This design comes from an exercise in tuning for small area on the open sky130 flow, not from production work. Function was checked by simulation only, so behaviour that the tests miss may differ from the original. Power is estimated from default activity; no workload was simulated.

==> design/flow/design.v <==
module dt_alu (
    input  wire       clk,
    input  wire       en,         
    input  wire [3:0] op,
    input  wire [7:0] a,
    input  wire [7:0] b,
    output reg  [7:0] result,     
    output wire [3:0] flags       
);
    localparam OP_AND = 4'd0, OP_OR  = 4'd1, OP_XOR = 4'd2, OP_NOT = 4'd3,
               OP_ADD = 4'd4, OP_SUB = 4'd5, OP_INC = 4'd6, OP_DEC = 4'd7,
               OP_SHL = 4'd8, OP_SHR = 4'd9;
    wire [7:0] bx = (op[1:0] == 2'd0) ? b :                
                    (op[1:0] == 2'd1) ? ~b :               
                    (op[1:0] == 2'd2) ? 8'h00 : 8'hFF;    
    wire       ci = (op[1:0] == 2'd1) || (op[1:0] == 2'd2);
    wire [8:0] sum = {1'b0, a} + {1'b0, bx} + {8'd0, ci};
    wire       brw = op[0];                                
    reg [7:0] y;
    reg       c, v;
    reg       legal;
    always @(*) begin
        y     = 8'd0;
        c     = 1'b0;
        v     = 1'b0;
        legal = 1'b1;
        case (op)
            OP_AND: y = a & b;
            OP_OR:  y = a | b;
            OP_XOR: y = a ^ b;
            OP_NOT: y = ~a;
            OP_ADD, OP_SUB, OP_INC, OP_DEC: begin
                y = sum[7:0];
                c = sum[8] ^ brw;
                v = (a[7] == bx[7]) && (sum[7] != a[7]);
            end
            OP_SHL: begin
                y = {a[6:0], 1'b0};
                c = a[7];
            end
            OP_SHR: begin
                y = {1'b0, a[7:1]};
                c = a[0];
            end
            default: legal = 1'b0;    
        endcase
    end
    reg rc, rv;
    always @(posedge clk) begin
        if (en && legal) begin
            result <= y;
            rc     <= c;
            rv     <= v;
        end
    end
    assign flags = {(result == 8'd0), result[7], rc, rv};
endmodule
module dt_adder (
    input  wire       clk,
    input  wire       en,         
    input  wire       sub,        
    input  wire       mode,       
    input  wire [7:0] a,          
    input  wire [7:0] b,          
    output wire [7:0] bits,       
    output wire [3:0] flags,      
    output wire [7:0] op2,        
    output wire [7:0] carries     
);
    reg [7:0] ra, rb;
    reg       rs, rm;
    always @(posedge clk) begin
        if (en) begin
            ra <= a;
            rb <= b;
            rs <= sub;
            rm <= mode;
        end
    end
    wire [7:0] negb = ~rb + 8'd1;
    wire [7:0] opb  = rs ? negb : rb;
    reg [7:0] r;
    reg [7:0] cout;
    reg       cc;
    integer   k;
    always @(*) begin
        cc = 1'b0;
        for (k = 0; k < 8; k = k + 1) begin
            r[k]    = ra[k] ^ opb[k] ^ cc;
            cc      = (ra[k] & opb[k]) | (ra[k] & cc) | (opb[k] & cc);
            cout[k] = cc;
        end
    end
    wire sa = ra[7];
    wire sb = rs ? ~rb[7] : rb[7];    
    wire sr = r[7];
    wire c  = cout[7];
    wire v  = rm ? ((sa == sb) && (sr != sa)) : c;
    assign bits    = r;
    assign flags   = {(r == 8'd0), sr & rm, c, v};
    assign op2     = opb;
    assign carries = cout;
endmodule
module dt_interp (
    input  wire        clk,
    input  wire        rst,         
    input  wire [3:0]  cmd_op,
    input  wire [7:0]  cmd_addr,
    input  wire [7:0]  cmd_data,
    output wire [63:0] regs,        
    output wire [7:0]  pc,
    output wire [7:0]  ir,
    output wire [7:0]  mar,
    output wire [7:0]  mdr,
    output wire [7:0]  bus_a,
    output wire [7:0]  bus_b,
    output wire [7:0]  alu_result,
    output wire [3:0]  alu_flags,   
    output wire [3:0]  flags,       
    output reg  [6:0]  cur_step,
    output reg  [6:0]  prog_len,
    output reg  [1:0]  run_state,
    output reg         trace_valid,
    output wire [5:0]  trace_step,
    output wire [7:0]  trace_uop,
    output wire [7:0]  mem_rdata
);
    localparam CMD_NOP    = 4'd0,  CMD_STEP   = 4'd1,  CMD_RUN    = 4'd2,
               CMD_TOGGLE = 4'd3,  CMD_PAUSE  = 4'd4,  CMD_RESET  = 4'd5,
               CMD_PROGWR = 4'd6,  CMD_LOAD   = 4'd7,  CMD_POKEM  = 4'd8,
               CMD_POKER  = 4'd9,  CMD_PEEK   = 4'd10;
    localparam ST_IDLE = 2'd0, ST_RUNNING = 2'd1, ST_PAUSED = 2'd2, ST_COMPLETED = 2'd3;
    localparam PROG_MAX = 64;
    wire clr       = rst || (cmd_op == CMD_RESET);
    wire c_pokem   = (cmd_op == CMD_POKEM);
    wire c_peek    = (cmd_op == CMD_PEEK);
    wire c_poker   = (cmd_op == CMD_POKER);
    wire host_step = (cmd_op == CMD_STEP);
    wire tick      = (run_state == ST_RUNNING) &&
                     !(cmd_op >= CMD_STEP && cmd_op <= CMD_PEEK);
    wire do_step   = host_step || tick;
    wire wrap      = (cur_step >= prog_len);
    wire dispatch  = do_step && !wrap;
    wire [7:0] uop;
    wire [3:0] opc = uop[7:4];
    wire [3:0] n   = uop[3:0];
    wire       n0  = (n == 4'd0);
    wire is_mar_pc  = dispatch && opc == 4'h1 && n0;
    wire is_mdr_mem = dispatch && opc == 4'h2 && n0;
    wire is_ir_mdr  = dispatch && opc == 4'h3 && n0;
    wire is_pc_inc  = dispatch && opc == 4'h4 && n0;
    wire is_a_r     = dispatch && opc == 4'h5;
    wire is_b_r     = dispatch && opc == 4'h6;
    wire is_alu     = dispatch && (opc == 4'h7 || opc == 4'h8 || opc == 4'h9) && n0;
    wire is_r_alu   = dispatch && opc == 4'hA && !n[3];
    wire is_flags   = dispatch && opc == 4'hB && n0;
    wire is_mem_mdr = dispatch && opc == 4'hC && n0;
    wire [7:0] reg_n = n[3] ? 8'd0 : regs[8*n[2:0] +: 8];
    wire       u_sub   = (opc == 4'h8);
    wire [8:0] raw_sum = {1'b0, bus_a} + {1'b0, bus_b ^ {8{u_sub}}} + {8'd0, u_sub};
    wire [7:0] raw_and = bus_a & bus_b;
    wire [7:0] alu_y   = (opc[3] && opc[0]) ? raw_and : raw_sum[7:0];    
    wire       alu_c   = (opc == 4'h7) && raw_sum[8];
    wire [7:0] maddr  = (c_pokem || c_peek) ? cmd_addr : mar;
    wire       mwe    = c_pokem || is_mem_mdr;
    wire [7:0] mwdata = clr ? 8'd0 : (c_pokem ? cmd_data : mdr);
    wire [7:0] mrdata;
    dt_ram #(.N(256), .AW(8), .CLR(1)) u_mem (
        .clk(clk), .clr(clr), .we(mwe), .waddr(maddr), .raddr(maddr),
        .wdata(mwdata), .rdata(mrdata)
    );
    dt_ram #(.N(PROG_MAX), .AW(6), .CLR(0)) u_cs (
        .clk(clk), .clr(1'b0), .we(!rst && cmd_op == CMD_PROGWR),
        .waddr(cmd_addr[5:0]), .raddr(cur_step[5:0]),
        .wdata(cmd_data), .rdata(uop)
    );
    wire rd_en = rst || c_peek;
    dt_dffe #(.W(8)) u_rdata (
        .clk(clk), .en(rd_en), .en_n(!rd_en), .d(rst ? 8'd0 : mrdata), .q(mem_rdata)
    );
    wire [4:0] pa    = cmd_addr[4:0];
    wire       pk    = clr || c_poker;
    wire [7:0] pdata = clr ? 8'd0 : cmd_data;
    wire [31:0] poke = {32{c_poker}} & (32'd1 << pa);
    wire [7:0] reg_wr = {8{is_r_alu}} & (8'd1 << n[2:0]);
    wire [7:0] reg_d  = pk ? pdata : alu_result;
    genvar r;
    generate
        for (r = 0; r < 8; r = r + 1) begin : g_reg
            wire en = clr || poke[r] || reg_wr[r];
            dt_dffe #(.W(8)) u_r (
                .clk(clk), .en(en), .en_n(!en), .d(reg_d), .q(regs[8*r +: 8])
            );
        end
    endgenerate
    wire en_pc = clr || poke[8]  || is_pc_inc;
    wire en_ir = clr || poke[9]  || is_ir_mdr;
    wire en_ma = clr || poke[10] || is_mar_pc;
    wire en_md = clr || poke[11] || is_mdr_mem;
    wire en_ba = clr || poke[12] || is_a_r;
    wire en_bb = clr || poke[13] || is_b_r;
    wire en_ar = clr || poke[14] || is_alu;
    wire en_af = clr || poke[15] || is_alu;
    wire en_fl = clr || poke[16] || is_flags;
    dt_dffe #(.W(8)) u_pc (.clk(clk), .en(en_pc), .en_n(!en_pc),
        .d(pk ? pdata : pc + 8'd1), .q(pc));
    dt_dffe #(.W(8)) u_ir (.clk(clk), .en(en_ir), .en_n(!en_ir),
        .d(pk ? pdata : mdr), .q(ir));
    dt_dffe #(.W(8)) u_mar (.clk(clk), .en(en_ma), .en_n(!en_ma),
        .d(pk ? pdata : pc), .q(mar));
    dt_dffe #(.W(8)) u_mdr (.clk(clk), .en(en_md), .en_n(!en_md),
        .d(pk ? pdata : mrdata), .q(mdr));
    dt_dffe #(.W(8)) u_bus_a (.clk(clk), .en(en_ba), .en_n(!en_ba),
        .d(pk ? pdata : reg_n), .q(bus_a));
    dt_dffe #(.W(8)) u_bus_b (.clk(clk), .en(en_bb), .en_n(!en_bb),
        .d(pk ? pdata : reg_n), .q(bus_b));
    dt_dffe #(.W(8)) u_alu_result (.clk(clk), .en(en_ar), .en_n(!en_ar),
        .d(pk ? pdata : alu_y), .q(alu_result));
    dt_dffe #(.W(4)) u_alu_flags (.clk(clk), .en(en_af), .en_n(!en_af),
        .d(pk ? pdata[3:0] : {(alu_y == 8'd0), alu_y[7], alu_c, 1'b0}), .q(alu_flags));
    dt_dffe #(.W(4)) u_flags (.clk(clk), .en(en_fl), .en_n(!en_fl),
        .d(pk ? pdata[3:0] : alu_flags), .q(flags));
    always @(posedge clk) begin
        if (rst) begin
            cur_step  <= 7'd0;
            prog_len  <= 7'd0;
            run_state <= ST_IDLE;
        end else begin
            case (cmd_op)
                CMD_RESET: begin
                    cur_step  <= 7'd0;
                    run_state <= ST_IDLE;
                end
                CMD_LOAD: begin
                    if (cmd_data != 8'd0 && cmd_data <= PROG_MAX) begin
                        prog_len  <= cmd_data[6:0];
                        cur_step  <= 7'd0;
                        run_state <= ST_IDLE;
                    end
                end
                CMD_RUN: begin
                    if ((run_state == ST_IDLE || run_state == ST_PAUSED) && prog_len != 7'd0)
                        run_state <= ST_RUNNING;
                end
                CMD_TOGGLE: begin
                    if (run_state == ST_RUNNING)
                        run_state <= ST_PAUSED;
                    else if ((run_state == ST_IDLE || run_state == ST_PAUSED) && prog_len != 7'd0)
                        run_state <= ST_RUNNING;
                end
                CMD_PAUSE: begin
                    if (run_state == ST_RUNNING)
                        run_state <= ST_PAUSED;
                end
                default: ;
            endcase
            if (do_step) begin
                if (wrap) begin
                    cur_step <= 7'd0;
                end else begin
                    cur_step <= cur_step + 7'd1;
                    if (cur_step + 7'd1 == prog_len)
                        run_state <= ST_COMPLETED;
                end
            end
        end
    end
    always @(posedge clk) begin
        if (rst)
            trace_valid <= 1'b0;
        else
            trace_valid <= dispatch;
    end
    dt_dffe #(.W(8)) u_trace_uop (.clk(clk), .en(dispatch), .en_n(!dispatch),
        .d(uop), .q(trace_uop));
    wire [6:0] prev_step = cur_step - 7'd1;
    assign trace_step = prev_step[5:0];
endmodule
module dt_core (
    input  wire        clk,
    input  wire        rst,
    input  wire        alu_en,
    input  wire [3:0]  alu_op,
    input  wire [7:0]  alu_a,
    input  wire [7:0]  alu_b,
    output wire [7:0]  alu_y,
    output wire [3:0]  alu_zncv,
    input  wire        add_en,
    input  wire        add_sub,
    input  wire        add_mode,
    input  wire [7:0]  add_a,
    input  wire [7:0]  add_b,
    output wire [7:0]  add_bits,
    output wire [3:0]  add_zncv,
    output wire [7:0]  add_op2,
    output wire [7:0]  add_carries,
    input  wire [3:0]  cmd_op,
    input  wire [7:0]  cmd_addr,
    input  wire [7:0]  cmd_data,
    output wire [63:0] regs,
    output wire [7:0]  pc,
    output wire [7:0]  ir,
    output wire [7:0]  mar,
    output wire [7:0]  mdr,
    output wire [7:0]  bus_a,
    output wire [7:0]  bus_b,
    output wire [7:0]  alu_result,
    output wire [3:0]  alu_flags,
    output wire [3:0]  flags,
    output wire [6:0]  cur_step,
    output wire [6:0]  prog_len,
    output wire [1:0]  run_state,
    output wire        trace_valid,
    output wire [5:0]  trace_step,
    output wire [7:0]  trace_uop,
    output wire [7:0]  mem_rdata
);
    dt_alu u_alu (
        .clk(clk), .en(alu_en), .op(alu_op), .a(alu_a), .b(alu_b),
        .result(alu_y), .flags(alu_zncv)
    );
    dt_adder u_adder (
        .clk(clk), .en(add_en), .sub(add_sub), .mode(add_mode), .a(add_a), .b(add_b),
        .bits(add_bits), .flags(add_zncv), .op2(add_op2), .carries(add_carries)
    );
    dt_interp u_interp (
        .clk(clk), .rst(rst), .cmd_op(cmd_op), .cmd_addr(cmd_addr), .cmd_data(cmd_data),
        .regs(regs), .pc(pc), .ir(ir), .mar(mar), .mdr(mdr), .bus_a(bus_a), .bus_b(bus_b),
        .alu_result(alu_result), .alu_flags(alu_flags), .flags(flags),
        .cur_step(cur_step), .prog_len(prog_len), .run_state(run_state),
        .trace_valid(trace_valid), .trace_step(trace_step), .trace_uop(trace_uop),
        .mem_rdata(mem_rdata)
    );
endmodule
module dt_ao22 (
    input  wire a1, a2, b1, b2,
    output wire y
);
    assign y = (a1 & a2) | (b1 & b2);
endmodule
module dt_aoi222 (
    input  wire a1, a2, b1, b2, c1, c2,
    output wire y
);
    assign y = ~((a1 & a2) | (b1 & b2) | (c1 & c2));
endmodule
module dt_dffe #(
    parameter W = 8
) (
    input  wire         clk,
    input  wire         en,
    input  wire         en_n,
    input  wire [W-1:0] d,
    output reg  [W-1:0] q
);
    wire [W-1:0] nx;
    genvar i;
    generate
        for (i = 0; i < W; i = i + 1) begin : g_bit
            dt_ao22 u_sel (.a1(en), .a2(d[i]), .b1(en_n), .b2(q[i]), .y(nx[i]));
        end
    endgenerate
    always @(posedge clk)
        q <= nx;
endmodule
module dt_nor2 (
    input  wire a, b,
    output wire y
);
    assign y = ~(a | b);
endmodule
module dt_nand2 (
    input  wire a, b,
    output wire y
);
    assign y = ~(a & b);
endmodule
module dt_inv (
    input  wire a,
    output wire y
);
    assign y = ~a;
endmodule
module dt_ram #(
    parameter N   = 256,
    parameter AW  = 8,
    parameter CLR = 0
) (
    input  wire          clk,
    input  wire          clr,
    input  wire          we,
    input  wire [AW-1:0] waddr,
    input  wire [AW-1:0] raddr,
    input  wire [7:0]    wdata,
    output wire [7:0]    rdata
);
    localparam G  = (N + 2) / 3;
    localparam LB = AW / 2;
    localparam HB = AW - LB;
    localparam NL = 1 << LB;
    localparam NH = 1 << HB;
    wire [NL-1:0] rlo_n = ~({{(NL-1){1'b0}}, 1'b1} << raddr[LB-1:0]);
    wire [NH-1:0] rhi_n = ~({{(NH-1){1'b0}}, 1'b1} << raddr[AW-1:LB]);
    wire          wall  = (CLR != 0) && clr;
    wire [NL-1:0] wlo   = ({{(NL-1){1'b0}}, 1'b1} << waddr[LB-1:0]) | {NL{wall}};
    wire [NH-1:0] whi   = ({{(NH-1){1'b0}}, we} << waddr[AW-1:LB]) | {NH{wall}};
    wire [N-1:0]   rsel;
    wire [8*N-1:0] words;
    genvar w, b, g;
    generate
        for (w = 0; w < N; w = w + 1) begin : g_word
            wire wen, wen_n;
            dt_nor2 u_rsel (.a(rlo_n[w % NL]), .b(rhi_n[w / NL]), .y(rsel[w]));
            dt_nand2 u_wen_n (.a(wlo[w % NL]), .b(whi[w / NL]), .y(wen_n));
            dt_inv u_wen (.a(wen_n), .y(wen));
            dt_dffe #(.W(8)) u_word (
                .clk(clk), .en(wen), .en_n(wen_n), .d(wdata), .q(words[8*w +: 8])
            );
        end
        for (b = 0; b < 8; b = b + 1) begin : g_rbit
            wire [G-1:0] gy;
            for (g = 0; g < G; g = g + 1) begin : g_grp
                if (3*g + 2 < N) begin : g3
                    dt_aoi222 u_rd (
                        .a1(rsel[3*g]),   .a2(words[8*(3*g)+b]),
                        .b1(rsel[3*g+1]), .b2(words[8*(3*g+1)+b]),
                        .c1(rsel[3*g+2]), .c2(words[8*(3*g+2)+b]),
                        .y(gy[g])
                    );
                end else if (3*g + 1 < N) begin : g2
                    assign gy[g] = ~((rsel[3*g] & words[8*(3*g)+b]) |
                                     (rsel[3*g+1] & words[8*(3*g+1)+b]));
                end else begin : g1
                    assign gy[g] = ~(rsel[3*g] & words[8*(3*g)+b]);
                end
            end
            assign rdata[b] = ~&gy;
        end
    endgenerate
endmodule
==> design/flow/run.sh <==
#!/bin/bash
# synth_recipe.tcl (not shown) runs the flow's synth.tcl, then flattens the netlist and writes it again
# the make line also repeats each setting of config.mk as NAME=value (left out here)
make -C /OpenROAD-flow-scripts/flow DESIGN_CONFIG=/design/flow/config.mk WORK_HOME=/design/flow/orfs CLKGATE_MAP_FILE= SYNTH_SCRIPT=/design/flow/synth_recipe.tcl finish
==> design/flow/config.mk <==
export PLATFORM = sky130hd
export DESIGN_NAME = dt_core
export DESIGN_NICKNAME = dt_core
export VERILOG_FILES = /design/flow/design.v
export SDC_FILE = /design/flow/constraint.sdc
export NUM_CORES = 4
export LEC_CHECK = 0
export CAP_MARGIN = 20
export CORE_MARGIN = 2
export CORE_UTILIZATION = 45
export SLEW_MARGIN = 20
export SYNTH_HIERARCHICAL = 1
==> design/flow/constraint.sdc <==
create_clock -name core_clock -period 10.0 [get_ports {clk}]
set_input_delay 2.0000 -clock core_clock [delete_from_list [all_inputs] [get_ports {clk}]]
set_output_delay 2.0000 -clock core_clock [all_outputs]
set_load 0.01 [all_outputs]
==> results of run 1 <==
==> worst max-delay path: stages <==
cell and delay, ns:
clkdlybuf4s50_1 0.78, nor3b_2 0.27, buf_4 0.26, mux2_2 0.49, nor2b_1 0.25, nand2_2 0.48
buf_4 0.48, nor2_1 0.26, a222oi_1 0.70, nand4_1 0.28, or4_1 0.76, nor4_1 1.01
nand4_1 0.44, nand2_1 0.20, nand2_1 0.08, a22o_1 0.23
==> worst min path at each step <==
stage,to,slack [ns],depth (start not counted)
after global routing,u_interp.u_mem.g_word[241].u_word.q[4],0.48,1
after detailed placement,u_interp.u_mem.g_word[123].u_word.q[2],0.45,1
final,u_interp.u_cs.g_word[22].u_word.q[3],0.47,1
after CTS,u_interp.u_cs.g_word[46].u_word.q[3],0.47,1
after global placement,u_interp.u_mem.g_word[69].u_word.q[0],0.45,1
after floorplan,u_interp.u_cs.g_word[15].u_word.q[0],0.44,1
==> layout make-up <==
type                       instances  share of cell area
clock inverter                    93             0.00999
clock buffer                     415              0.0752
sequential                      2749               0.475
timing repair buffer             394              0.0323
multi-input combinational       5318               0.364
inverter                         388              0.0125
antenna                           10            0.000215
tap                             2871              0.0309
==> per-stage QoR <==
step           hold slack, ns  total power (µW)  worst slack (ns)  instance area (µm²)
2_1_floorplan           0.438             12800              1.01                99100
3_3_place_gp            0.450             13500             0.910               106000
3_5_place_dp            0.452             13600              1.11               106000
4_1_cts                 0.471             24700              1.85               116000
5_1_grt                 0.477             25300              1.66               116000
6_report                0.469             24600              1.81               116000
==> power groups by stage <==
stage	sequential, µW	clock [µW]	combinational (µW)
CTS	11700	11300	1680
global route	11700	11800	1810
finish	11700	11200	1710
floorplan	11800	0	966
global placement	11900	0	1630
detailed placement	11900	0	1670
==> per-layer routing <==
metal,global-route usage,part of all wire,vias up,wire length [µm]
met5,0,0.00012,-,46
met4,0.157,0.052,8,19700
met3,0.0599,0.096,923,36300
met2,0.486,0.44,5341,166000
met1,0.439,0.41,42500,157000
li1,-,-,37000,-
==> impl_metrics.env, run 1 <==
export IMPL_p_per_area_mw_per_mm2=212
export IMPL_first_global_vias=78900
export IMPL_instances_no_fill=12200
export IMPL_gp_routability_congestion=0.966
export IMPL_final_util=0.531
export IMPL_die_h_um=473
export IMPL_synth_fp_nets=8634
export IMPL_critPathArrivalTime_ns=9.01
export IMPL_worstRegToRegCells=15
export IMPL_critical_path_reg2reg_startpoint="u_interp.cur_step[0]"
export IMPL_timing_worst_slew_pin_value_ns=1.24
export IMPL_drt_drc_violations_left=0
export IMPL_tns_ns=0
export IMPL_layout_cells_most_common_list="dfxtp_1 (2721), a22o_1 (2706), a222oi_1 (852)"
export IMPL_cts_root_buf="clkbuf_16"
export IMPL_netlist_instances=8514
export IMPL_worst_setup_path_startpoint="cmd_op[3]"
export IMPL_layout_area_overhead_vs_synth_pct=17.5
export IMPL_hold_viol_final=0
export IMPL_via_count=85800
export IMPL_setup_viol_count_final=0
export IMPL_tritoncts="done"
export IMPL_period_needed_ns=8.19
export IMPL_coreArea_mm2=0.219
export IMPL_r2r_slack_ns=2.06
export IMPL_vias_per_cell=7.01
export IMPL_worst_setup_path_start_kind="input pin"
export IMPL_final_fill_count=18800
export IMPL_floorplan_io_pins=269
export IMPL_cell_internal_pwr_uw=18700
export IMPL_worst_clock_skew_ns=0.0627
export IMPL_ir_drop_uv=169
export IMPL_dpl_hpwl_mm=247
export IMPL_nets_finish=9271
export IMPL_grt_pass1_wl_mm=547
export IMPL_critical_path_required_ns=10.82
export IMPL_top_regs="u_interp.u_mem.g_word.u_word.q x2048, u_interp.u_cs.g_word.u_word.q x512, u_interp.g.u_r.q x64"
export IMPL_effective_utilization_at_floorplan=0.452
export IMPL_syn_cell_area_mm2=0.0990
export IMPL_chipWidth_um=473
export IMPL_status="finished clean"
export IMPL_max_reg_flops=2048
export IMPL_global_route_usage_total=0.321
export IMPL_cp_capture_type="flip-flop"
export IMPL_dieArea_mm2=0.224
export IMPL_cts_resized_gates=0
export IMPL_drtPass1Iterations=13
export IMPL_rsz0062_at_grt="no"
export IMPL_cts_hold_buf=0
export IMPL_multi_input_comb_area_mm2=0.0423
export IMPL_yosys_warnings=11
export IMPL_power_share_switching=0.242
export IMPL_totalWireLength_mm=379
export IMPL_power_switching_uw=5950
export IMPL_leakage_power_uw=0.0457
export IMPL_globalRouteOverflowTotal=0
export IMPL_htree_num_levels=5
export IMPL_seqCellArea_mm2=0.0553
export IMPL_clk_path_buf_depth=4
export IMPL_detail_route_iter0_violations=15900
export IMPL_top_achievable_clock_speed_ghz=0.122
export IMPL_final_layout_size_suffix_gt1_frac=0.0751
export IMPL_placed_cells=11700
export IMPL_post_drt_wl_per_cell_um=31.0
export IMPL_max_cap_violations=0
export IMPL_port_buffers=268
export IMPL_timing_max_slew_rel_slack=0.173
export IMPL_antenna_found_initial=13
export IMPL_worst_path_max_fanout=14
export IMPL_combPwrFrac=0.070
export IMPL_hold_path_class="flip-flop to flip-flop"
export IMPL_layout_commonest_cell="dfxtp_1"
export IMPL_clockPowerShare=0.456
export IMPL_clk_transition_reported_paths_ns=0.06
export IMPL_fp_row_count=172
export IMPL_post_synth_cell_area_avg_um2=11.6
export IMPL_tritoncts_num_buffers=300
export IMPL_fin_crit_sh=0.819
export IMPL_cts_sink_count=2749
export IMPL_drv_slew=0
export IMPL_clk_latency_ns=0.95
export IMPL_crit_path_kind="input pin to flip-flop"
export IMPL_critical_path_endpoint="u_interp.u_mdr.q[0]"
export IMPL_power_share_sequential=0.475
export IMPL_grt_max_degree=148
export IMPL_regToRegEndpoint="u_interp.u_mem.g_word[75].u_word.q[0]"
export IMPL_largest_register="u_interp.u_mem.g_word.u_word.q"
export IMPL_final_antenna_net_count=0
export IMPL_cts_post_setup_buffers_inserted=0
export IMPL_hold_start="u_interp.u_cs.g_word[22].u_word.q[3]"
==> run 2: changes to the inputs <==
--- a/design/flow/design.v
+++ b/design/flow/design.v
@@ -165,5 +165,15 @@
     wire       mwe    = c_pokem || is_mem_mdr;
-    wire [7:0] mwdata = clr ? 8'd0 : (c_pokem ? cmd_data : mdr);
     wire [7:0] mrdata;
-    dt_ram #(.N(256), .AW(8), .CLR(1)) u_mem (
+    localparam MW = 8;
+    wire        mw_cmd = c_pokem && !clr;
+    wire        mw_mdr = !c_pokem && !clr;
+    wire [8*MW-1:0] mwdata;
+    genvar q;
+    generate
+        for (q = 0; q < 8*MW; q = q + 1) begin : g_mwd
+            dt_ao22 u_mwd (.a1(mw_cmd), .a2(cmd_data[q % 8]), .b1(mw_mdr), .b2(mdr[q % 8]),
+                           .y(mwdata[q]));
+        end
+    endgenerate
+    dt_ram #(.N(256), .AW(8), .CLR(1), .K(MW)) u_mem (
         .clk(clk), .clr(clr), .we(mwe), .waddr(maddr), .raddr(maddr),
@@ -386,3 +396,4 @@
     parameter AW  = 8,
-    parameter CLR = 0
+    parameter CLR = 0,
+    parameter K   = 1
 ) (
@@ -393,3 +404,3 @@
     input  wire [AW-1:0] raddr,
-    input  wire [7:0]    wdata,
+    input  wire [8*K-1:0] wdata,
     output wire [7:0]    rdata
@@ -416,3 +427,3 @@
             dt_dffe #(.W(8)) u_word (
-                .clk(clk), .en(wen), .en_n(wen_n), .d(wdata), .q(words[8*w +: 8])
+                .clk(clk), .en(wen), .en_n(wen_n), .d(wdata[8*(w*K/N) +: 8]), .q(words[8*w +: 8])
             );
--- a/design/flow/config.mk
+++ b/design/flow/config.mk
@@ -7,6 +7,10 @@
 export LEC_CHECK = 0
-export CAP_MARGIN = 20
+export CAP_MARGIN = 0
 export CORE_MARGIN = 2
-export CORE_UTILIZATION = 45
-export SLEW_MARGIN = 20
+export CORE_UTILIZATION = 70
+export CTS_BUF_LIST = sky130_fd_sc_hd__clkbuf_16
+export CTS_CLUSTER_DIAMETER = 80
+export CTS_CLUSTER_SIZE = 25
+export GPL_TIMING_DRIVEN = 0
+export SLEW_MARGIN = 0
 export SYNTH_HIERARCHICAL = 1
==> run 2 against run 1 <==
Against the previous run: the layout now fails its checks (capacitance limit, slew limit); sequential power about the same; die area is 35% lower; via count grew 2.4%; global-route usage increased by 13 points; count of clock-buffer cells in the layout is 279 lower; setup slack got worse by 1.2 ns; non-clock buffer count is the same; critical path type unchanged; critical endpoint is now u_interp.u_rdata.q[4]; largest power group unchanged; highest routed layer unchanged.
==> impl_metrics.env, run 2 <==
export IMPL_vias_per_cell=8.00
export IMPL_hold_path_class="flip-flop to flip-flop"
export IMPL_layout_commonest_cell="dfxtp_1"
export IMPL_grt_pass1_wl_mm=511
export IMPL_globalRouteOverflowTotal=0
export IMPL_tritoncts="done"
export IMPL_syn_cell_area_mm2=0.0996
export IMPL_tns_ns=0
export IMPL_gp_routability_congestion=1.02
export IMPL_cp_capture_type="flip-flop"
export IMPL_final_layout_size_suffix_gt1_frac=0.0453
export IMPL_dp_worst_setup_slack_ns=0.510
export IMPL_dieArea_mm2=0.145
export IMPL_first_global_vias=81300
export IMPL_layout_area_overhead_vs_synth_pct=10.5
export IMPL_critPathArrivalTime_ns=10.08
export IMPL_max_cap_violations=3
export IMPL_ir_drop_uv=184
export IMPL_final_fill_count=9101
export IMPL_dpl_hpwl_mm=231
export IMPL_cts_post_setup_buffers_inserted=0
export IMPL_report_power_total_uw=19400
export IMPL_grt_max_degree=58
export IMPL_post_drt_wl_per_cell_um=31.6
export IMPL_clk_transition_reported_paths_ns=0.09
export IMPL_status="finished with violations"
export IMPL_setup_slack_ns=0.630
export IMPL_port_buffers=268
export IMPL_check_failures="capacitance limit, slew limit"
export IMPL_placedInstanceArea_mm2=0.106
export IMPL_netlist_instances=8572
export IMPL_die_h_um=381
export IMPL_clk_path_buf_depth=3
export IMPL_synth_fp_nets=8692
export IMPL_top_regs="u_interp.u_mem.g_word.u_word.q x2048, u_interp.u_cs.g_word.u_word.q x512, u_interp.g.u_r.q x64"
export IMPL_totalWireLength_mm=347
export IMPL_max_reg_flops=2048
export IMPL_r2r_slack_ns=1.26
export IMPL_chipWidth_um=381
export IMPL_timing_worst_slew_pin_value_ns=1.65
export IMPL_antenna_found_initial=22
export IMPL_clk_latency_ns=0.83
export IMPL_via_count=87800
export IMPL_cts_root_buf="clkbuf_16"
export IMPL_post_synth_cell_area_avg_um2=11.6
export IMPL_fp_row_count=138
export IMPL_yosys_warnings=11
export IMPL_p_per_area_mw_per_mm2=177
export IMPL_largest_register="u_interp.u_mem.g_word.u_word.q"
export IMPL_fin_crit_sh=0.937
export IMPL_tritoncts_num_buffers=132
export IMPL_effective_utilization_at_floorplan=0.704
export IMPL_rsz0062_at_grt="no"
export IMPL_period_needed_ns=9.37
export IMPL_floorplan_io_pins=269
export IMPL_top_achievable_clock_speed_ghz=0.107
export IMPL_crit_path_kind="input pin to flip-flop"
export IMPL_layout_cells_most_common_list="dfxtp_1 (2721), a22o_1 (2708), a222oi_1 (852)"
export IMPL_final_antenna_net_count=0
export IMPL_cts_sink_count=2749
export IMPL_hold_viol_final=0
export IMPL_detail_route_iter0_violations=19100
export IMPL_global_route_usage_total=0.452
export IMPL_drtPass1Iterations=12
export IMPL_worst_path_max_fanout=16
export IMPL_critical_path_required_ns=10.71
export IMPL_seqCellArea_mm2=0.0553
export IMPL_worst_clock_skew_ns=0.0363
export IMPL_multi_input_comb_area_mm2=0.0429
export IMPL_cts_resized_gates=0
export IMPL_coreArea_mm2=0.141
export IMPL_htree_num_levels=4
export IMPL_cts_hold_buf=0
export IMPL_nets_finish=9162
export IMPL_leakage_power_uw=0.0431
export IMPL_post_route_cell_area_mm2=0.110
export IMPL_worst_setup_path_start_kind="input pin"
export IMPL_setup_viol_count_final=0
export IMPL_drv_slew=7
export IMPL_drt_drc_violations_left=0
export IMPL_timing_max_slew_rel_slack=-0.110
## run 2: worst max-delay path: stages
cell and delay, ns:
clkdlybuf4s50_1 0.53, clkbuf_1 0.27, nor3_1 0.58, buf_4 0.28, nand2_1 0.08, nand2_1 0.47
nor2_1 0.27, nand2_1 0.74, nor2_1 0.32, a222oi_1 0.66, nand4_1 0.33, or4_1 0.66
nor4_1 1.31, nand4_1 0.98, nor2b_1 0.39, a22o_1 0.21
## run 2: report_power, final
part / switching [µW] / internal, µW / total, µW
registers: 303 / 11400 / 11700
clock network: 3450 / 2510 / 5960
logic: 1190 / 593 / 1790
total: 4950 / 14500 / 19400
## run 2: through the flow
step	cells	util	hold slack [ns]
after floorplan	8572	-	0.438
after global placement	10700	0.740	0.451
after detailed placement	10800	0.752	0.452
after CTS	11000	0.777	0.479
after global routing	11000	0.778	0.487
final	11000	0.778	0.477
## run 2: layout make-up
type                    instances  share of cell area
clock inverters                30             0.00232
clock buffers                 136              0.0309
multi-input cells            5374               0.390
inverters                     391              0.0133
diodes                         14            0.000318
repair buffers                336              0.0366
well taps                    1890              0.0215
plain buffers                  58             0.00238
flip-flops and latches       2749               0.503
## run 2: worst paths after layout
kind                                        start                                    end  cells past startpoint
max reg2reg                  u_interp.cur_step[1]  u_interp.u_mem.g_word[41].u_word.q[1]                     15
min          u_interp.u_cs.g_word[24].u_word.q[4]   u_interp.u_cs.g_word[24].u_word.q[4]                      1
min reg2reg  u_interp.u_cs.g_word[24].u_word.q[4]   u_interp.u_cs.g_word[24].u_word.q[4]                      1
max                                     cmd_op[2]                  u_interp.u_rdata.q[4]                     16
## run 2: layer usage
layer  wire, µm  up-vias  part of all wire  GRT usage
met5        154        -           0.00044          0
met4      22300       22             0.064      0.258
met3      49100     1372              0.14      0.143
met2     145000     7150              0.42      0.651
met1     131000    42500              0.38      0.598
li1           -    36800                 -          -
==> run 3: changes to the inputs <==
--- a/design/flow/config.mk
+++ b/design/flow/config.mk
@@ -7,3 +7,3 @@
 export LEC_CHECK = 0
-export CAP_MARGIN = 0
+export CAP_MARGIN = 20
 export CORE_MARGIN = 2
@@ -14,3 +14,3 @@
 export GPL_TIMING_DRIVEN = 0
-export SLEW_MARGIN = 0
+export SLEW_MARGIN = 20
 export SYNTH_HIERARCHICAL = 1
==> run 3 against run 2 <==
Against the previous run: now clean on timing, DRC and antenna; routed wire length grew 0.72%; critical endpoint is now u_interp.u_rdata.q[0]; final area grew 1.1%; largest cell class unchanged; utilization grew 0.86 points; critical path depth decreased by 1; final cell count grew 0.49%; synthesized area stayed put; largest power group unchanged; total power increased by 0.38%; sequential cell count did not move.
==> impl_metrics.env, run 3 <==
export IMPL_floorplan_io_pins=269
export IMPL_final_antenna_net_count=0
export IMPL_ir_drop_uv=187
export IMPL_hold_path_class="flip-flop to flip-flop"
export IMPL_power_share_sequential=0.599
export IMPL_drtPass1Iterations=14
export IMPL_top_layer_used="met5"
export IMPL_first_global_vias=81600
export IMPL_globalRouteOverflowTotal=0
export IMPL_cts_sink_count=2749
export IMPL_cts_hold_buf=0
export IMPL_via_count=88400
export IMPL_fin_crit_sh=0.880
export IMPL_yosys_warnings=11
export IMPL_die_h_um=381
export IMPL_final_util=0.787
export IMPL_final_fill_count=8971
export IMPL_top_regs="u_interp.u_mem.g_word.u_word.q x2048, u_interp.u_cs.g_word.u_word.q x512, u_interp.g.u_r.q x64"
export IMPL_leakage_power_uw=0.0436
export IMPL_worst_setup_path_start_kind="input pin"
export IMPL_tritoncts="done"
export IMPL_vias_per_cell=8.01
export IMPL_cell_internal_pwr_uw=14600
export IMPL_timing_worst_slew_pin_value_ns=1.39
export IMPL_cts_resized_gates=0
export IMPL_fp_row_count=138
export IMPL_drt_drc_violations_left=0
export IMPL_largest_register="u_interp.u_mem.g_word.u_word.q"
export IMPL_tritoncts_num_buffers=130
export IMPL_setup_slack_ns=1.20
export IMPL_crit_path_kind="input pin to flip-flop"
export IMPL_p_per_area_mw_per_mm2=175
export IMPL_dpl_hpwl_mm=235
export IMPL_max_reg_flops=2048
export IMPL_worst_path_max_fanout=16
export IMPL_clk_path_buf_depth=3
export IMPL_routed_length_on_met1_mm=131
export IMPL_dp_worst_setup_slack_ns=0.954
export IMPL_final_layout_size_suffix_gt1_frac=0.0518
export IMPL_chipWidth_um=381
export IMPL_hold_viol_final=0
export IMPL_global_route_usage_total=0.454
export IMPL_layout_area_overhead_vs_synth_pct=11.7
export IMPL_dieArea_mm2=0.145
export IMPL_worst_clock_skew_ns=0.0326
export IMPL_gp_routability_congestion=1.02
export IMPL_max_cap_violations=0
export IMPL_power_switching_uw=4920
export IMPL_top_achievable_clock_speed_ghz=0.114
export IMPL_power_share_switching=0.252
export IMPL_cp_capture_type="flip-flop"
export IMPL_routed_wl_met2_mm=145
export IMPL_critPathArrivalTime_ns=9.51
export IMPL_multi_input_comb_area_mm2=0.0431
export IMPL_met3RoutedLength_mm=50.4
export IMPL_critical_path_required_ns=10.71
export IMPL_layout_cells_most_common_list="dfxtp_1 (2721), a22o_1 (2707), a222oi_1 (852)"
export IMPL_rsz0062_at_grt="no"
export IMPL_combPwrFrac=0.094
export IMPL_coreArea_mm2=0.141
export IMPL_clk_transition_reported_paths_ns=0.09
export IMPL_post_drt_wl_per_cell_um=31.7
export IMPL_antenna_found_initial=17
export IMPL_cts_post_setup_buffers_inserted=0
export IMPL_htree_num_levels=4
export IMPL_grt_max_degree=50
export IMPL_setup_viol_count_final=0
export IMPL_port_buffers=268
export IMPL_nets_finish=9212
export IMPL_timing_max_slew_rel_slack=0.0731
export IMPL_grt_pass1_wl_mm=514
export IMPL_drv_slew=0
export IMPL_synth_fp_nets=8692
export IMPL_status="finished clean"
export IMPL_seqCellArea_mm2=0.0553
export IMPL_clk_latency_ns=0.82
export IMPL_netlist_instances=8572
export IMPL_effective_utilization_at_floorplan=0.704
export IMPL_totalWireLength_mm=350
export IMPL_cts_root_buf="clkbuf_16"
export IMPL_clockPowerShare=0.307
export IMPL_detail_route_iter0_violations=19200
export IMPL_post_synth_cell_area_avg_um2=11.6
export IMPL_period_needed_ns=8.80
export IMPL_syn_cell_area_mm2=0.0996
export IMPL_layout_commonest_cell="dfxtp_1"
run 3: layer usage:
metal / track usage / vias to the layer above
li1: - / 36900
met1: 0.602 / 42700
met2: 0.654 / 7287
met3: 0.142 / 1514
met4: 0.265 / 16
met5: 0 / -
run 3: stage by stage:
| stage | hold slack (ns) | TNS, ns | cells | total power [µW] | cell area [µm²] |
|---|---|---|---|---|---|
| 2_1_floorplan | 0.438 | 0 | 8572 | 12800 | 99600 |
| 3_3_place_gp | 0.451 | -2849.83 | 10700 | 13500 | 105000 |
| 3_5_place_dp | 0.453 | 0 | 10800 | 13600 | 107000 |
| 4_1_cts | 0.478 | 0 | 11000 | 19400 | 111000 |
| 5_1_grt | 0.489 | 0 | 11000 | 20000 | 111000 |
| 6_report | 0.478 | 0 | 11000 | 19500 | 111000 |
run 3: worst max-delay path: stages:
cell and delay (ns):
clkdlybuf4s50_1 0.54, clkbuf_1 0.27, nor3_2 0.72, nand2_1 0.12, nand2_1 0.47, nor2b_1 0.28, nand3_4 0.62, nor2_1 0.34
a222oi_1 0.68, nand4_1 0.38, or4_1 0.56, a2111oi_1 1.11, nand4_1 0.69, nor2b_1 0.38, a22o_1 0.25
run 3: power groups by stage:
stage                     clock (µW)  sequential [µW]  combinational (µW)
after global routing            6360            11700                1890
after global placement             0            11900                1560
final                           5990            11700                1830
after detailed placement           0            11900                1730
after CTS                       5980            11700                1740
after floorplan                    0            11800                 948
run 3: path summary, 6_finish.rpt:
path                                         from                                     to  slack, ns  cells past startpoint
min          u_interp.u_cs.g_word[25].u_word.q[6]   u_interp.u_cs.g_word[25].u_word.q[6]       0.48                      1
max                                     cmd_op[2]                  u_interp.u_rdata.q[0]       1.20                     15
min reg2reg  u_interp.u_cs.g_word[25].u_word.q[6]   u_interp.u_cs.g_word[25].u_word.q[6]       0.48                      1
max reg2reg                  u_interp.cur_step[0]  u_interp.u_mem.g_word[88].u_word.q[6]       1.49                     16
run 3: final cells by class:
cell class	count	share of cell area
Antenna cell	17	0.000382
Buffer	58	0.00235
Clock buffer	137	0.0308
Clock inverter	28	0.00235
Inverter	391	0.0132
Multi-Input combinational cell	5374	0.387
Sequential cell	2749	0.497
Tap cell	1890	0.0213
Timing Repair Buffer	388	0.0455
==> run 4: changes to the inputs <==
==> design/flow/flow/run.sh (new file) <==
#!/bin/bash
# The standard layout (the standard.sh, all steps through finish), with
# one change: the buffers that buffer_ports puts on every input and output
# port are sky130_fd_sc_hd__buf_1 instead of the tool's default choice.
set -euo pipefail
export BUFFER_PORTS_ARGS="-buffer_cell sky130_fd_sc_hd__buf_1"
bash standard.sh finish > standard_flow.log 2>&1
==> design/flow/standard.sh (new file) <==
#!/bin/bash
# synth_recipe.tcl (not shown) runs the flow's synth.tcl, then flattens the netlist and writes it again
# the make line also repeats each setting of config.mk as NAME=value (left out here)
make -C /OpenROAD-flow-scripts/flow DESIGN_CONFIG=/design/flow/config.mk WORK_HOME=/design/flow/orfs CLKGATE_MAP_FILE= SYNTH_SCRIPT=/design/flow/synth_recipe.tcl "${@:-finish}"
--- a/design/flow/config.mk
+++ b/design/flow/config.mk
@@ -11,4 +11,4 @@
 export CTS_BUF_LIST = sky130_fd_sc_hd__clkbuf_16
-export CTS_CLUSTER_DIAMETER = 80
-export CTS_CLUSTER_SIZE = 25
+export CTS_CLUSTER_DIAMETER = 100
+export CTS_CLUSTER_SIZE = 30
 export GPL_TIMING_DRIVEN = 0
removed: design/flow/run.sh
==> run 4 against run 3 <==
Against the previous run: synthesized cell count unchanged; total power is 4.9% lower; register-to-register slack improved by 0.13 ns; utilization down 1.7 points; maximum frequency rose by 1.7%; sequential cell count unchanged; via count fell by 0.44%; die area unchanged; critical path type unchanged; critical endpoint is now u_interp.u_rdata.q[4]; largest cell class unchanged.
==> impl_metrics.env, run 4 <==
export IMPL_max_reg_flops=2048
export IMPL_cts_sink_count=2749
export IMPL_antenna_found_initial=23
export IMPL_chipWidth_um=381
export IMPL_dieArea_mm2=0.145
export IMPL_critical_path_reg2reg_startpoint="u_interp.cur_step[1]"
export IMPL_floorplan_io_pins=269
export IMPL_dp_worst_setup_slack_ns=1.28
export IMPL_detail_route_iter0_violations=18600
export IMPL_timing_worst_slew_pin_value_ns=1.36
export IMPL_worst_setup_path_startpoint="cmd_op[2]"
export IMPL_timing_critical_path_buf_inv=2
export IMPL_htree_num_levels=3
export IMPL_clk_path_buf_depth=3
export IMPL_netlist_instances=8572
export IMPL_setup_slack_ns=1.34
export IMPL_clk_latency_ns=0.79
export IMPL_fp_row_count=138
export IMPL_crit_path_kind="input pin to flip-flop"
export IMPL_globalRoute_busiestLayer="met2"
export IMPL_report_power_total_uw=18600
export IMPL_drv_slew=0
export IMPL_top_achievable_clock_speed_ghz=0.116
export IMPL_slowest_delay_ns=1.20
export IMPL_drt_drc_violations_left=0
export IMPL_final_layout_size_suffix_gt1_frac=0.0492
export IMPL_grt_pass1_wl_mm=509
export IMPL_status="finished clean"
export IMPL_worst_setup_path_start_kind="input pin"
export IMPL_tritoncts="done"
export IMPL_tritoncts_num_buffers=101
export IMPL_post_drt_wl_per_cell_um=31.5
export IMPL_max_cap_violations=0
export IMPL_worst_clock_skew_ns=0.0315
export IMPL_globalRouteOverflowTotal=0
export IMPL_hold_viol_final=0
export IMPL_nets_finish=9201
export IMPL_totalWireLength_mm=347
export IMPL_synth_fp_nets=8692
export IMPL_syn_cell_area_mm2=0.0996
export IMPL_crit_path_frequent_cell="nand2_1"
export IMPL_cp_capture_type="flip-flop"
export IMPL_crit_chain="buf_1, clkbuf_1, nor3_2, nand2_1, nand2_1, nor2b_1, nand2_1, nor2_1, a222oi_1, nand4_1, or4_1, a2111oi_1, nand4_1, nor2b_1, a22o_1"
export IMPL_rsz0062_at_grt="no"
export IMPL_cts_post_setup_buffers_inserted=0
export IMPL_cts_resized_gates=0
export IMPL_hold_ws_ns=0.480
export IMPL_port_buffers=268
export IMPL_period_needed_ns=8.66
export IMPL_timing_max_slew_rel_slack=0.0901
export IMPL_cts_root_buf="clkbuf_16"
export IMPL_setup_viol_count_final=0
export IMPL_coreArea_mm2=0.141
export IMPL_gp_routability_congestion=1.02
export IMPL_leakage_power_uw=0.0426
export IMPL_final_antenna_net_count=0
export IMPL_die_h_um=381
export IMPL_p_per_area_mw_per_mm2=171
export IMPL_worst_path_max_fanout=16
export IMPL_effective_utilization_at_floorplan=0.704
export IMPL_yosys_warnings=11
export IMPL_grt_max_degree=33
export IMPL_global_route_usage_total=0.448
export IMPL_critical_path_required_ns=10.69
export IMPL_layout_commonest_cell="dfxtp_1"
export IMPL_first_global_vias=80800
export IMPL_post_synth_cell_area_avg_um2=11.6
export IMPL_layout_area_overhead_vs_synth_pct=9.28
export IMPL_drtPass1Iterations=13
export IMPL_hold_path_class="flip-flop to flip-flop"
export IMPL_dpl_hpwl_mm=238
export IMPL_critPathSlowestCell="a2111oi_1"
export IMPL_use_met3=0.135
export IMPL_vias_per_cell=8.01
export IMPL_ir_drop_uv=202
export IMPL_global_route_usage_met2=0.647
export IMPL_clk_transition_reported_paths_ns=0.12
export IMPL_top_regs="u_interp.u_mem.g_word.u_word.q x2048, u_interp.u_cs.g_word.u_word.q x512, u_interp.g.u_r.q x64"
export IMPL_critPathArrivalTime_ns=9.35
export IMPL_largest_register="u_interp.u_mem.g_word.u_word.q"
export IMPL_cts_hold_buf=0
export IMPL_hold_start="u_interp.u_mem.g_word[140].u_word.q[7]"
export IMPL_fin_crit_sh=0.866
export IMPL_layout_cells_most_common_list="dfxtp_1 (2721), a22o_1 (2707), a222oi_1 (852)"
export IMPL_grtUsageMet1=0.592
export IMPL_path_delay_family="simple AND/OR/NAND/NOR gates"
export IMPL_via_count=88000
==> run 4: power by group <==
part	switching (µW)	internal [µW]
combinational	1200	530
sequential	299	11400
clock	3260	1890
total	4750	13800
==> run 4: layout make-up <==
| type | count | area (µm²) |
|---|---|---|
| plain buffers | 58 | 262 |
| repair buffers | 406 | 3650 |
| clock buffers | 104 | 2600 |
| clock inverters | 9 | 73.8 |
| flip-flops and latches | 2749 | 55300 |
| well taps | 1890 | 2360 |
| diodes | 14 | 35.0 |
| fillers | 9357 | 32600 |
| inverters | 391 | 1470 |
| multi-input cells | 5374 | 43100 |
==> run 4: metal layers <==
layer | vias up | wire [µm] | share of wire
met3 | 1486 | 50000 | 0.14
li1 | 36800 | - | -
met5 | - | 263 | 0.00076
met2 | 7294 | 144000 | 0.41
met1 | 42400 | 128000 | 0.37
met4 | 26 | 24300 | 0.070
==> run 4: metrics by stage <==
step	std cells	setup TNS (ns)	util	cell area, µm²
after floorplan	8572	0	-	99600
after global placement	10700	-1566.03	0.728	103000
final	11000	0	0.770	109000
after global routing	11000	0	0.769	109000
after detailed placement	10900	0	0.750	106000
after CTS	11000	0	0.769	109000
==> run 4: worst reg2reg max path, delay by kind of cell (launching register included) <==
family / cells / cell delay, ns
and+or+nand+nor: 11 / 5.17
AOI/OAI and AO/OA: 4 / 1.97
DFF: 1 / 0.68
buffers and inverters: 2 / 0.52
==> run 4: path summary, 6_finish.rpt <==
path                            cells past startpoint  slack (ns)                                endpoint
worst max-delay path                               15        1.34                   u_interp.u_rdata.q[4]
worst min register to register                      1        0.48  u_interp.u_mem.g_word[140].u_word.q[7]
worst min-delay path                                1        0.48  u_interp.u_mem.g_word[140].u_word.q[7]
worst max register to register                     17        1.62   u_interp.u_mem.g_word[92].u_word.q[4]

-- separate check: timing with driven ports --
The results above use ideal ports. As a check the final layouts listed here were re-extracted and re-timed, cells and wires unchanged. Step 1: set_driving_cell puts a clkbuf_16 on clk and a buf_2 on each other input, an assumption about the parent block. Step 2 adds t to the input delays and takes it off the output delays; t is the mean of the earliest and latest rising clock arrival at the registers after step 1. Input paths then give back, and output paths get back, about the clock's delay inside the block. a / b / c = ideal / step 1 / step 2; a / b = the first two.
| run | t, ns | slack for setup (ns) | clock arrival spread, ns |
|---|---|---|---|
| run 1 | 1.012 | 1.809 / 1.882 / 0.870 | 0.068 / 0.068 |
| run 2 | 0.903 | 0.630 / 0.682 / -0.221 | 0.037 / 0.036 |
| run 3 | 0.898 | 1.199 / 1.260 / 0.362 | 0.034 / 0.034 |
| run 4 | 0.865 | 1.344 / 1.376 / 0.511 | 0.031 / 0.032 |
For run 1, which loses most, drivers alone change the setup slack by +0.073 ns; drivers and shift together by -0.939 ns.
